What follows belongs to an exercise in optimizing a design on an open flow for small area, a short achievable clock period and few clock cycles per item; a production flow would make more cautious choices. At most, simulation tests tie the RTL to the original design; equivalence was not proved.

## run 1
// sha256_engine
module sha256_engine (
    input  wire         clk,
    input  wire         rst,         
    input  wire         start,       
    input  wire [15:0]  msg_len,     
    input  wire         in_valid,
    output reg          in_ready,
    input  wire [31:0]  in_data,
    output reg          busy,
    output reg          done,
    output wire [255:0] digest
);
export LEC_CHECK = 0
export CAP_MARGIN = 20
export CORE_MARGIN = 2
export CORE_UTILIZATION = 40
export CTS_CLUSTER_DIAMETER = 100
export CTS_CLUSTER_SIZE = 25
export PLACE_DENSITY = 0.6
export SETUP_SLACK_MARGIN = 5
export SLEW_MARGIN = 20
export TNS_END_PERCENT = 0
create_clock -name core_clock -period 10.0 [get_ports {clk}]
standard.sh (not shown) runs the stock make flow with config.mk's settings and CLKGATE_MAP_FILE= SYNTH_SCRIPT=/design/flow/synth_recipe.tcl, a recipe that flattens the netlist after the stock synthesis.
==> flow/flow/run.sh <==
#!/bin/bash
# The standard layout (standard.sh) with two changes: Yosys's synth runs
# without its internal pre-mapping ABC pass (-noabc), so the full adders are
# extracted from the plain gate netlist without polarity inverters; and the
# ports get the smallest buffer. Registers are unchanged. Per-step tool logs
# are in orfs/logs; make's output is in make.log here.
set -euo pipefail
bash standard.sh SYNTH_ARGS=-noabc "BUFFER_PORTS_ARGS=-buffer_cell sky130_fd_sc_hd__buf_1" finish > make.log 2>&1
diff inputs: run 1 => run 2
diff --git a/flow/design.v b/flow/design.v
--- a/flow/design.v
+++ b/flow/design.v
@@ -4,22 +4,21 @@
     input  wire         start,       
     input  wire [15:0]  msg_len,     
     input  wire         in_valid,
     output reg          in_ready,
     input  wire [31:0]  in_data,
     output reg          busy,
     output reg          done,
     output wire [255:0] digest
 );
     reg [31:0] R [0:15];         
-    reg [31:0] a, b, c, d, e, f, g;
-    reg [31:0] hk;               
+    reg [31:0] a, b, c, d, e, f, g, h;
     reg [31:0] HA0, HA1, HA2, HA3, HE0, HE1, HE2, HE3;
     reg        first;            
     reg        running;          
     reg        grp;              
     reg [6:0]  rv;               
     reg [3:0]  pos;              
     reg [4:0]  nrx;              
     reg        lastf;            
     reg [1:0]  kq;               
     reg [13:0] wfull;            
@@ -57,20 +56,21 @@
             6'd48: k_nx = 32'h1e376c08; 6'd49: k_nx = 32'h2748774c;
             6'd50: k_nx = 32'h34b0bcb5; 6'd51: k_nx = 32'h391c0cb3;
             6'd52: k_nx = 32'h4ed8aa4a; 6'd53: k_nx = 32'h5b9cca4f;
             6'd54: k_nx = 32'h682e6ff3; 6'd55: k_nx = 32'h748f82ee;
             6'd56: k_nx = 32'h78a5636f; 6'd57: k_nx = 32'h84c87814;
             6'd58: k_nx = 32'h8cc70208; 6'd59: k_nx = 32'h90befffa;
             6'd60: k_nx = 32'ha4506ceb; 6'd61: k_nx = 32'hbef9a3f7;
             6'd62: k_nx = 32'hc67178f2; default: k_nx = 32'h428a2f98;
         endcase
     end
+    reg [31:0] k_t;             
     function [31:0] rotr(input [31:0] x, input integer r);
         rotr = (x >> r) | (x << (32 - r));
     endfunction
     function [31:0] bsig0(input [31:0] x);
         bsig0 = rotr(x, 2) ^ rotr(x, 13) ^ rotr(x, 22);
     endfunction
     function [31:0] bsig1(input [31:0] x);
         bsig1 = rotr(x, 6) ^ rotr(x, 11) ^ rotr(x, 25);
     endfunction
     function [31:0] ssig0(input [31:0] x);
@@ -105,29 +105,30 @@
                 gg = gn; pp = pn;
             end
             padd = p ^ {gg[30:0], 1'b0};
         end
     endfunction
     wire [31:0] s1  = bsig1(e);
     wire [31:0] s0  = bsig0(a);
     wire [31:0] ch  = (e & f) | (~e & g);
     wire [31:0] maj = (a & b) | (a & c) | (b & c);
     wire [31:0] wt  = R[15];
-    wire [31:0] e1s = csa_s(d, hk, wt),     e1c = csa_c(d, hk, wt);
-    wire [31:0] e2s = csa_s(e1s, e1c, ch),  e2c = csa_c(e1s, e1c, ch);
-    wire [31:0] e3s = csa_s(e2s, e2c, s1),  e3c = csa_c(e2s, e2c, s1);
-    wire [31:0] e_new = e3s + e3c;
+    wire [31:0] p0s = csa_s(h, k_t, wt),  p0c = csa_c(h, k_t, wt);
+    wire [31:0] e1s = csa_s(d, ch, s1),     e1c = csa_c(d, ch, s1);
+    wire [31:0] e2s = csa_s(p0s, p0c, e1s), e2c = csa_c(p0s, p0c, e1s);
+    wire [31:0] e3s = csa_s(e2s, e2c, e1c), e3c = csa_c(e2s, e2c, e1c);
+    wire [31:0] e_new = padd(e3s, e3c);
     wire [31:0] q1s = csa_s(s1, s0, ch),    q1c = csa_c(s1, s0, ch);
-    wire [31:0] a1s = csa_s(hk, wt, maj),   a1c = csa_c(hk, wt, maj);
+    wire [31:0] a1s = csa_s(p0s, p0c, maj), a1c = csa_c(p0s, p0c, maj);
     wire [31:0] a2s = csa_s(a1s, a1c, q1s), a2c = csa_c(a1s, a1c, q1s);
     wire [31:0] a3s = csa_s(a2s, a2c, q1c), a3c = csa_c(a2s, a2c, q1c);
-    wire [31:0] a_new = a3s + a3c;
+    wire [31:0] a_new = padd(a3s, a3c);
     wire [31:0] w1s = csa_s(R[0], R[9], ssig0(R[1]));
     wire [31:0] w1c = csa_c(R[0], R[9], ssig0(R[1]));
     wire [31:0] w2s = csa_s(w1s, w1c, ssig1(R[14]));
     wire [31:0] w2c = csa_c(w1s, w1c, ssig1(R[14]));
     wire [31:0] w_next = w2s + w2c;
     wire start_acc = start && !busy;
     wire ffin      = running && rv[6];               
     wire sched     = running && !rv[6] && (rv[5:4] != 2'b00 || rv[3:0] == 4'd15)
                      && rv[5:0] != 6'd63;            
     wire last_blk  = lastf;
@@ -199,26 +200,26 @@
     wire       n_fill_ok = n_busy && !(n_running && !n_rv[6] && (n_rv[5:4] != 2'b00 || n_rv[3:0] == 4'd15))
                            && !(n_ffin && n_lastf);
     wire [3:0] n_pos_nx  = n_ffin ? 4'd0 : n_pos + 4'd1;
     wire [4:0] n_nrx_eff = n_ffin ? 5'd0 : n_nrx;
     wire       n_want    = n_fill_ok && !n_nrx_eff[4] && (n_pos_nx == n_nrx_eff[3:0]);
     wire [1:0] n_kidx    = n_pos[1:0] - {1'b0, n_running};
     always @(posedge clk) begin
         for (i = 0; i < 15; i = i + 1)
             R[i] <= R[i + 1];
         R[15] <= wr ? pad_word : (sched ? w_next : R[0]);
-        hk    <= (load ? HE2 : g) + ((running && !rv[6]) ? k_nx : 32'h428a2f98);
+        k_t   <= (running && !rv[6]) ? k_nx : 32'h428a2f98;
         if (load) begin
             a <= suma; b <= HA0; c <= HA1; d <= HA2;
-            e <= sume; f <= HE0; g <= HE1;
+            e <= sume; f <= HE0; g <= HE1; h <= HE2;
         end else begin
-            g <= f; f <= e; e <= e_new;
+            h <= g; g <= f; f <= e; e <= e_new;
             d <= c; c <= b; b <= a; a <= a_new;
         end
         if (rot) begin
             HA0 <= suma; HA1 <= HA0; HA2 <= HA1; HA3 <= HA2;
             HE0 <= sume; HE1 <= HE0; HE2 <= HE1; HE3 <= HE2;
         end
         lastf <= n_lastf;
         if (start_acc) begin
             len   <= msg_len;
             p80   <= (msg_len[1:0] == 2'd0);
Findings:
Compared with run 1, number of tap cells added at floorplan in run 2 decreased slightly.
Delta(sequential cell area share, run 2 - run 1) > 0
Changes observed in run 2 relative to run 1: total die area went down 3.0%.
When the final numbers for run 1 and run 2 were put side by side, the first-pass GRT wire length turned out to be smaller in run 2.
Taking run 1 as the reference point, the hold slack of run 2 rises by 0.0064 ns.
The final reports for run 2 and run 1 show synthesized area lower in the former.
On number of clock buffers in the layout: run 2 sits below run 1.
Testbench counts of run 2, summed over its fixed seeds: cycles 216,073, items 960.
No functional check of the RTL was part of run 1.

---

Setup of old:
The RTL this note starts from:
==> flow/design.v <==
module sha256_engine (
    input  wire         clk,
    input  wire         rst,         
    input  wire         start,       
    input  wire [15:0]  msg_len,     
    input  wire         in_valid,
    output wire         in_ready,
    input  wire [31:0]  in_data,
    output reg          busy,
    output reg          done,
    output wire [255:0] digest
);
    reg [31:0] R [0:15];         
    reg [31:0] a, b, c, d, e, f, g, h;
    reg [31:0] HA0, HA1, HA2, HA3, HE0, HE1, HE2, HE3;
    reg        first;            
    reg        running;          
    reg        grp;              
    reg [6:0]  rv;               
    reg [3:0]  pos;              
    reg [4:0]  nrx;              
    reg [10:0] bl;               
    reg [14:0] wleft;            
    reg [1:0]  lrem;             
    reg        p80;              
    reg [15:0] len;
    assign digest = {HA0, HA1, HA2, HA3, HE0, HE1, HE2, HE3};
    reg [31:0] k_t;
    always @(*) begin
        case (rv[5:0])
            6'd0:  k_t = 32'h428a2f98; 6'd1:  k_t = 32'h71374491;
            6'd2:  k_t = 32'hb5c0fbcf; 6'd3:  k_t = 32'he9b5dba5;
            6'd4:  k_t = 32'h3956c25b; 6'd5:  k_t = 32'h59f111f1;
            6'd6:  k_t = 32'h923f82a4; 6'd7:  k_t = 32'hab1c5ed5;
            6'd8:  k_t = 32'hd807aa98; 6'd9:  k_t = 32'h12835b01;
            6'd10: k_t = 32'h243185be; 6'd11: k_t = 32'h550c7dc3;
            6'd12: k_t = 32'h72be5d74; 6'd13: k_t = 32'h80deb1fe;
            6'd14: k_t = 32'h9bdc06a7; 6'd15: k_t = 32'hc19bf174;
            6'd16: k_t = 32'he49b69c1; 6'd17: k_t = 32'hefbe4786;
            6'd18: k_t = 32'h0fc19dc6; 6'd19: k_t = 32'h240ca1cc;
            6'd20: k_t = 32'h2de92c6f; 6'd21: k_t = 32'h4a7484aa;
            6'd22: k_t = 32'h5cb0a9dc; 6'd23: k_t = 32'h76f988da;
            6'd24: k_t = 32'h983e5152; 6'd25: k_t = 32'ha831c66d;
            6'd26: k_t = 32'hb00327c8; 6'd27: k_t = 32'hbf597fc7;
            6'd28: k_t = 32'hc6e00bf3; 6'd29: k_t = 32'hd5a79147;
            6'd30: k_t = 32'h06ca6351; 6'd31: k_t = 32'h14292967;
            6'd32: k_t = 32'h27b70a85; 6'd33: k_t = 32'h2e1b2138;
            6'd34: k_t = 32'h4d2c6dfc; 6'd35: k_t = 32'h53380d13;
            6'd36: k_t = 32'h650a7354; 6'd37: k_t = 32'h766a0abb;
            6'd38: k_t = 32'h81c2c92e; 6'd39: k_t = 32'h92722c85;
            6'd40: k_t = 32'ha2bfe8a1; 6'd41: k_t = 32'ha81a664b;
            6'd42: k_t = 32'hc24b8b70; 6'd43: k_t = 32'hc76c51a3;
            6'd44: k_t = 32'hd192e819; 6'd45: k_t = 32'hd6990624;
            6'd46: k_t = 32'hf40e3585; 6'd47: k_t = 32'h106aa070;
            6'd48: k_t = 32'h19a4c116; 6'd49: k_t = 32'h1e376c08;
            6'd50: k_t = 32'h2748774c; 6'd51: k_t = 32'h34b0bcb5;
            6'd52: k_t = 32'h391c0cb3; 6'd53: k_t = 32'h4ed8aa4a;
            6'd54: k_t = 32'h5b9cca4f; 6'd55: k_t = 32'h682e6ff3;
            6'd56: k_t = 32'h748f82ee; 6'd57: k_t = 32'h78a5636f;
            6'd58: k_t = 32'h84c87814; 6'd59: k_t = 32'h8cc70208;
            6'd60: k_t = 32'h90befffa; 6'd61: k_t = 32'ha4506ceb;
            6'd62: k_t = 32'hbef9a3f7; default: k_t = 32'hc67178f2;
        endcase
    end
    function [31:0] rotr(input [31:0] x, input integer r);
        rotr = (x >> r) | (x << (32 - r));
    endfunction
    function [31:0] bsig0(input [31:0] x);
        bsig0 = rotr(x, 2) ^ rotr(x, 13) ^ rotr(x, 22);
    endfunction
    function [31:0] bsig1(input [31:0] x);
        bsig1 = rotr(x, 6) ^ rotr(x, 11) ^ rotr(x, 25);
    endfunction
    function [31:0] ssig0(input [31:0] x);
        ssig0 = rotr(x, 7) ^ rotr(x, 18) ^ (x >> 3);
    endfunction
    function [31:0] ssig1(input [31:0] x);
        ssig1 = rotr(x, 17) ^ rotr(x, 19) ^ (x >> 10);
    endfunction
    function [31:0] csa_s(input [31:0] x, input [31:0] y, input [31:0] z);
        csa_s = x ^ y ^ z;
    endfunction
    function [31:0] csa_c(input [31:0] x, input [31:0] y, input [31:0] z);
        csa_c = ((x & y) | (x & z) | (y & z)) << 1;
    endfunction
    wire [31:0] s1  = bsig1(e);
    wire [31:0] s0  = bsig0(a);
    wire [31:0] ch  = (e & f) | (~e & g);
    wire [31:0] maj = (a & b) | (a & c) | (b & c);
    wire [31:0] wt  = R[15];
    wire [31:0] p0s = csa_s(h, k_t, wt),  p0c = csa_c(h, k_t, wt);
    wire [31:0] e1s = csa_s(p0s, p0c, d), e1c = csa_c(p0s, p0c, d);
    wire [31:0] e2s = csa_s(e1s, e1c, ch), e2c = csa_c(e1s, e1c, ch);
    wire [31:0] e3s = csa_s(e2s, e2c, s1), e3c = csa_c(e2s, e2c, s1);
    wire [31:0] e_new = e3s + e3c;
    wire [31:0] a1s = csa_s(p0s, p0c, ch), a1c = csa_c(p0s, p0c, ch);
    wire [31:0] a2s = csa_s(a1s, a1c, maj), a2c = csa_c(a1s, a1c, maj);
    wire [31:0] a3s = csa_s(a2s, a2c, s1), a3c = csa_c(a2s, a2c, s1);
    wire [31:0] a4s = csa_s(a3s, a3c, s0), a4c = csa_c(a3s, a3c, s0);
    wire [31:0] a_new = a4s + a4c;
    wire [31:0] w1s = csa_s(R[0], R[9], ssig0(R[1]));
    wire [31:0] w1c = csa_c(R[0], R[9], ssig0(R[1]));
    wire [31:0] w2s = csa_s(w1s, w1c, ssig1(R[14]));
    wire [31:0] w2c = csa_c(w1s, w1c, ssig1(R[14]));
    wire [31:0] w_next = w2s + w2c;
    wire start_acc = start && !busy;
    wire ffin      = running && rv[6];               
    wire sched     = running && !rv[6] && (rv[5:4] != 2'b00 || rv[3:0] == 4'd15)
                     && rv[5:0] != 6'd63;            
    wire last_blk  = (bl == 11'd0);
    wire [3:0] pos_nx  = ffin ? 4'd0 : pos + 4'd1;
    wire [4:0] nrx_eff = ffin ? 5'd0 : nrx;
    wire fill_ok   = busy && !(running && !rv[6] && (rv[5:4] != 2'b00 || rv[3:0] == 4'd15))
                     && !(ffin && last_blk);
    wire want_new  = fill_ok && !nrx_eff[4] && (pos_nx == nrx_eff[3:0]);
    wire msg_word  = (wleft != 15'd0);
    assign in_ready = want_new && msg_word;
    wire wr        = want_new && (!msg_word || in_valid);
    reg [31:0] pad_word;
    integer    i;
    always @(*) begin
        if (wleft > 15'd1)
            pad_word = in_data;
        else if (wleft == 15'd1) begin
            for (i = 0; i < 4; i = i + 1) begin
                if (lrem == 2'd0 || i < lrem)
                    pad_word[31 - 8*i -: 8] = in_data[31 - 8*i -: 8];
                else if (i == lrem)
                    pad_word[31 - 8*i -: 8] = 8'h80;
                else
                    pad_word[31 - 8*i -: 8] = 8'h00;
            end
        end else
            pad_word = p80 ? 32'h80000000 : 32'h0;
        if (last_blk && nrx_eff == 5'd14)
            pad_word = 32'h0;
        else if (last_blk && nrx_eff == 5'd15)
            pad_word = {13'd0, len, 3'b000};
    end
    wire       rot   = (running && rv[6:2] == 5'b01111 && rv[1:0] != 2'b00) || ffin
                       || (busy && !running && grp) || start_acc;
    wire [1:0] kidx  = running ? (rv[1:0] - 2'd1) : (busy ? pos[1:0] : 2'd0);
    wire       load  = rot && (kidx == 2'd3);
    reg  [31:0] iva, ive;
    always @(*) begin
        case (kidx)
            2'd0: begin iva = 32'ha54ff53a; ive = 32'h5be0cd19; end
            2'd1: begin iva = 32'h3c6ef372; ive = 32'h1f83d9ab; end
            2'd2: begin iva = 32'hbb67ae85; ive = 32'h9b05688c; end
            default: begin iva = 32'h6a09e667; ive = 32'h510e527f; end
        endcase
    end
    wire [31:0] tapa = first ? iva : HA3;
    wire [31:0] tape = first ? ive : HE3;
    wire [31:0] suma = tapa + (running ? a : 32'd0);
    wire [31:0] sume = tape + (running ? e : 32'd0);
    wire [4:0] nrx_nx     = nrx_eff + {4'd0, wr};
    wire       running_nx = running ? (rv[6] ? (!last_blk && wr) :
                                       (rv[5:0] < 6'd15) ? ({1'b0, rv[3:0]} + 5'd1 < nrx_nx) : 1'b1)
                                    : (busy && grp && pos == 4'd15 && nrx_nx != 5'd0);
    always @(posedge clk) begin
        for (i = 0; i < 15; i = i + 1)
            R[i] <= R[i + 1];
        R[15] <= wr ? pad_word : (sched ? w_next : R[0]);
        if (load) begin
            a <= suma; b <= HA0; c <= HA1; d <= HA2;
            e <= sume; f <= HE0; g <= HE1; h <= HE2;
        end else begin
            h <= g; g <= f; f <= e; e <= e_new;
            d <= c; c <= b; b <= a; a <= a_new;
        end
        if (rot) begin
            HA0 <= suma; HA1 <= HA0; HA2 <= HA1; HA3 <= HA2;
            HE0 <= sume; HE1 <= HE0; HE2 <= HE1; HE3 <= HE2;
        end
        if (start_acc) begin
            len   <= msg_len;
            lrem  <= msg_len[1:0];
            p80   <= (msg_len[1:0] == 2'd0);
            wleft <= {1'b0, msg_len[15:2]} + {14'd0, (msg_len[1:0] != 2'd0)};
            bl    <= msg_len[15:6] + {9'd0, (msg_len[5:0] >= 6'd56)};
        end else begin
            if (wr) begin
                if (msg_word)
                    wleft <= wleft - 15'd1;
                else
                    p80 <= 1'b0;
            end
            if (ffin && !last_blk)
                bl <= bl - 11'd1;
        end
        if (rst) begin
            busy    <= 1'b0;
            done    <= 1'b0;
            first   <= 1'b1;
            running <= 1'b0;
            grp     <= 1'b0;
            rv      <= 7'd0;
            pos     <= 4'd0;
            nrx     <= 5'd0;
        end else begin
            done    <= ffin && last_blk;
            running <= running_nx;
            rv      <= (running && !rv[6]) ? rv + 7'd1 : 7'd0;
            if (start_acc) begin
                busy  <= 1'b1;
                first <= 1'b1;
                pos   <= 4'd13;
                grp   <= 1'b1;
                nrx   <= 5'd0;
            end else begin
                if (ffin) begin
                    first <= last_blk;
                    if (last_blk)
                        busy <= 1'b0;
                end
                pos <= pos_nx;
                nrx <= nrx_nx;
                grp <= busy && !(ffin && last_blk) && !running_nx &&
                       (pos_nx == 4'd12 || (grp && pos_nx[3:2] == 2'b11));
            end
        end
    end
endmodule
Settings: LEC_CHECK=0, CAP_MARGIN=20, CORE_MARGIN=2, CORE_UTILIZATION=40, PLACE_DENSITY=0.6, SLEW_MARGIN=20; clock period 10.0 ns.
run.sh (not shown) runs the stock make flow with config.mk's settings and CLKGATE_MAP_FILE= SYNTH_SCRIPT=/design/flow/synth_recipe.tcl, a recipe that flattens the netlist after the stock synthesis.
Stock flow here: none of the scripts above is used.
old: no failed stages, no open violations at the end
Here is what was changed in the inputs of new compared with old.
--- a/flow/design.v
+++ b/flow/design.v
@@ -18,9 +18,9 @@
     reg        grp;              
     reg [6:0]  rv;               
     reg [3:0]  pos;              
     reg [4:0]  nrx;              
-    reg [10:0] bl;               
+    reg        lastf;            
     reg [14:0] wleft;            
     reg [1:0]  lrem;             
     reg        p80;              
     reg [15:0] len;
@@ -106,9 +106,9 @@
     wire start_acc = start && !busy;
     wire ffin      = running && rv[6];               
     wire sched     = running && !rv[6] && (rv[5:4] != 2'b00 || rv[3:0] == 4'd15)
                      && rv[5:0] != 6'd63;            
-    wire last_blk  = (bl == 11'd0);
+    wire last_blk  = lastf;
     wire [3:0] pos_nx  = ffin ? 4'd0 : pos + 4'd1;
     wire [4:0] nrx_eff = ffin ? 5'd0 : nrx;
     wire fill_ok   = busy && !(running && !rv[6] && (rv[5:4] != 2'b00 || rv[3:0] == 4'd15))
                      && !(ffin && last_blk);
@@ -138,9 +138,9 @@
             pad_word = {13'd0, len, 3'b000};
     end
     wire       rot   = (running && rv[6:2] == 5'b01111 && rv[1:0] != 2'b00) || ffin
                        || (busy && !running && grp) || start_acc;
-    wire [1:0] kidx  = running ? (rv[1:0] - 2'd1) : (busy ? pos[1:0] : 2'd0);
+    wire [1:0] kidx  = pos[1:0] - {1'b0, running};
     wire       load  = rot && (kidx == 2'd3);
     reg  [31:0] iva, ive;
     always @(*) begin
         case (kidx)
@@ -177,27 +177,27 @@
             len   <= msg_len;
             lrem  <= msg_len[1:0];
             p80   <= (msg_len[1:0] == 2'd0);
             wleft <= {1'b0, msg_len[15:2]} + {14'd0, (msg_len[1:0] != 2'd0)};
-            bl    <= msg_len[15:6] + {9'd0, (msg_len[5:0] >= 6'd56)};
+            lastf <= (msg_len < 16'd56);
         end else begin
             if (wr) begin
                 if (msg_word)
                     wleft <= wleft - 15'd1;
                 else
                     p80 <= 1'b0;
             end
-            if (ffin && !last_blk)
-                bl <= bl - 11'd1;
+            if (ffin)
+                lastf <= (wleft < 15'd14) || (wleft == 15'd14 && lrem != 2'd0);
         end
         if (rst) begin
             busy    <= 1'b0;
             done    <= 1'b0;
             first   <= 1'b1;
             running <= 1'b0;
             grp     <= 1'b0;
             rv      <= 7'd0;
-            pos     <= 4'd0;
+            pos     <= 4'd12;
             nrx     <= 5'd0;
         end else begin
             done    <= ffin && last_blk;
             running <= running_nx;
@@ -213,9 +213,12 @@
                     first <= last_blk;
                     if (last_blk)
                         busy <= 1'b0;
                 end
-                pos <= pos_nx;
+                if (busy && !(ffin && last_blk))
+                    pos <= pos_nx;
+                else
+                    pos <= 4'd12;
                 nrx <= nrx_nx;
                 grp <= busy && !(ffin && last_blk) && !running_nx &&
                        (pos_nx == 4'd12 || (grp && pos_nx[3:2] == 2'b11));
             end
### Flow results
- new: done, clean on timing, DRC and antenna
- old | status: complete | timing, DRC, antenna: pass
- Diff new..old | sequential share of layout area | negligible
- Sort new and old by floorplan die area desc -> top: old
- Compared with old, new shows final-layout fill cell count lower by about 0.6%.
- In the metrics for new and old, the one carrying the lower worst slack on hold paths is new.
- In new the setup slack turned out 0.35 ns higher than in old.
- new gives less length of routed wiring on met1 than old did.
- Min final cell count across new and old: new
- The net count of the mapped netlist of new is lower than that of old.
- Delta (new minus old): number of combinational gates with multiple inputs down about 2.4%.
No functional check of the RTL was part of any run of this note.

static timing again, ports no longer ideal:
The flow's constraints put no driver on any port. The routed layouts listed below were extracted and timed again, unchanged, in two steps.
Step 1 sets driving cells, clkbuf_16 on the clock port and buf_2 on the other inputs (assumed; they add their load-dependent delay and slew).
Step 2 also shifts input and output timing later by t, the mid clock arrival at the registers, as if the neighbouring blocks saw the same clock.
Three values: ideal, step 1, step 2; two values: the first two.
| run | t, ns | slack for setup (ns) | hold WS [ns] | worst setup path after step 2 | worst data-port slew with drivers (ns) |
|---|---|---|---|---|---|
| run 1 | 0.778 | 4.926 / 4.926 / 4.926 | 0.306 / 0.306 / 0.306 | register to register | 0.08 |
| run 2 | 0.767 | 5.070 / 5.070 / 4.623 | 0.313 / 0.313 / 0.313 | input to register | 0.07 |
| old | 0.818 | 3.394 / 3.394 / 3.394 | 0.303 / 0.303 / 0.303 | register to register | 0.05 |
| new | 0.824 | 3.742 / 3.742 / 3.705 | 0.295 / 0.295 / 0.295 | input to register | 0.04 |
After both steps every run listed still meets setup and hold. The setup slack of run 2, which loses most, moves by 0.000 ns with the drivers and by -0.447 ns with both steps.
